Context: an optimization exercise on an open-source flow, tuned for small area. The choices shown serve that exercise and are no tape-out recipe.
Function was checked by simulation only, so behaviour that the tests miss may differ from the original.
No driver is modelled on the clock port, so clocking that relies on it looks cheaper here than on a real chip.
Power and IR drop assume default switching activity.

## 10-13
Design psx_snapshot_block, start of the top module:
module psx_snapshot_block (
    input  wire        clk,
    input  wire        rst,
    input  wire [13:0] pins,
    input  wire        rd_start,
    output wire        rd_busy,
    output wire        rd_valid,
    output wire [63:0] rd_data,
    input  wire        st_valid,
    input  wire [2:0]  st_code,
    output wire        indicator,
    output wire [31:0] seq_dbg
);
Size in the first run: roughly 350 cells after synthesis, ~120 I/O pins.
==> flow/config.mk <==
export PLATFORM = sky130hd
export DESIGN_NAME = psx_snapshot_block
export DESIGN_NICKNAME = psx_snapshot_block
export VERILOG_FILES = /design/flow/design.v
export SDC_FILE = /design/flow/constraint.sdc
export NUM_CORES = 4
export LEC_CHECK = 0
export CAP_MARGIN = 20
export CORE_MARGIN = 2
export CORE_UTILIZATION = 40
export SLEW_MARGIN = 20
==> flow/constraint.sdc <==
create_clock -name core_clock -period 10.0 [get_ports {clk}]
set_input_delay 2.0000 -clock core_clock [delete_from_list [all_inputs] [get_ports {clk}]]
set_output_delay 2.0000 -clock core_clock [all_outputs]
set_load 0.01 [all_outputs]
standard.sh (not shown) runs the stock make flow with config.mk's settings and CLKGATE_MAP_FILE= SYNTH_SCRIPT=/design/flow/synth_recipe.tcl, a recipe that flattens the netlist after the stock synthesis.
==> flow/flow/run.sh <==
#!/bin/bash
# Own layout flow: the standard ORFS flow (standard.sh) with these changes:
#  - synthesis is the standard script (synth_recipe.tcl) with an area-oriented ABC
#    script for the combinational logic; registers are mapped exactly as in the
#    standard synthesis;
#  - the port buffers buffer_ports inserts are the smallest buffer, buf_1;
#  - tie cells are not duplicated per load;
#  - clock tree: no dummy loads; built from clkbuf_4, then the buffers whose
#    flip-flop clock pins would see a high slew are upsized (post_cts.tcl).
# Every tool's full output goes to the ORFS logs under orfs/logs and to
# own_flow.log in this folder.
set -euo pipefail
W=$(cd "$(dirname "$0")/.." && pwd)
F=$W/flow
cd "$W"
{
  printf 'proc abc {args} { set i [lsearch $args -script]; if {$i >= 0} { lset args [expr {$i+1}] %s }; yosys abc {*}$args }\n' "$F/abc_area.script"
  cat "$W/synth_recipe.tcl"
} > "$W/own_synth.tcl"
bash "$W/standard.sh" \
  SYNTH_SCRIPT="$W/own_synth.tcl" \
  BUFFER_PORTS_ARGS="-buffer_cell sky130_fd_sc_hd__buf_1" \
  SKIP_REPAIR_TIE_FANOUT=1 \
  REMOVE_ABC_BUFFERS=1 \
  GPL_TIMING_DRIVEN=0 \
  CTS_ARGS="-sink_clustering_enable -repair_clock_nets -dont_use_dummy_load -buf_list sky130_fd_sc_hd__clkbuf_4" \
  POST_CTS_TCL="$F/post_cts.tcl" \
  finish > "$W/own_flow.log" 2>&1
==> flow/flow/abc_area.script <==
strash
ifraig
&get -n
&deepsyn -T 20
&put
strash
&get -n
&dch -f
&nf -R 1000
&put
topo
==> flow/flow/post_cts.tcl <==
estimate_parasitics -placement
set limit 0.112
set up {}
foreach pin [get_pins -hierarchical */CLK] {
  set worst 0
  foreach a {max min} { foreach e {rise fall} {
    set s [get_property $pin slew_${a}_$e]
    if {$s > $worst} { set worst $s }
  } }
  if {$worst > $limit} {
    set drv [get_pins -of_objects [get_nets -of_objects $pin] -filter "direction == output"]
    foreach d $drv {
      set inst [get_property $d full_name]
      set inst [string range $inst 0 [expr {[string last / $inst] - 1}]]
      if {[lsearch $up $inst] < 0} { lappend up $inst }
    }
  }
}
foreach inst $up {
  set c [get_cells $inst]
  set m [get_property $c ref_name]
  puts "post_cts: $inst ($m) drives a clock pin with slew over [expr {$limit * 1000}] ps"
  if {$m eq "sky130_fd_sc_hd__clkbuf_4"} {
    replace_cell $inst sky130_fd_sc_hd__clkbuf_8
  }
}
if {[llength $up]} {
  detailed_placement
  estimate_parasitics -placement
}
10-13: done, clean on timing, DRC and antenna
Here is what was changed in the inputs of 05-14 compared with 10-13.
-- flow/flow/run.sh --
<<< 10-13, line 24
  REMOVE_ABC_BUFFERS=1 \
  GPL_TIMING_DRIVEN=0 \
>>> 05-14, line 24
==> comparison <==
05-14: done, clean on timing, DRC and antenna. Amount of wire on met2 after detailed routing went down by a little under 10% going from 10-13 to 05-14. Relative to 10-13, fraction of area in registers has increased by 0.42 points in 05-14. Taking 10-13 as the reference, in 05-14 area of all placed cells without fillers shows a reduction of about 0.8%, total power of the final layout shrank by 1.9%. 05-14 against 10-13: met2 demand-to-capacity share in global routing shrank by 0.16 points; global-route track usage on met3 has decreased; worst path setup slack after routing higher; peak supply drop now larger. Comparing synthesis-to-finish area growth for 05-14 and 10-13, the smaller number came from 05-14. Relative to 10-13, minimum period implied by the final worst setup slack has gone down in 05-14.

static timing again, ports no longer ideal:
The results above use ideal ports. As a check the final layouts listed here were re-extracted and re-timed, cells and wires unchanged. Step 1, drivers: a clkbuf_16 drives clk and a buf_2 each remaining input, both assumed. Step 2 moves the port delays by t, midway between the first and last clock arrival at a register: inputs arrive t later, outputs are due t later. That takes back most of the time a late clock gives input paths. Slacks: ideal ports / drivers / drivers and shift; pairs: ideal ports / drivers.
run	t (ns)	setup WS [ns]	worst hold slack (ns)
10-13	0.428	5.580 / 5.580 / 5.580	0.419 / 0.419 / 0.419
05-14	0.409	5.733 / 5.733 / 5.733	0.422 / 0.422 / 0.422
After both steps every run listed still meets setup and hold.
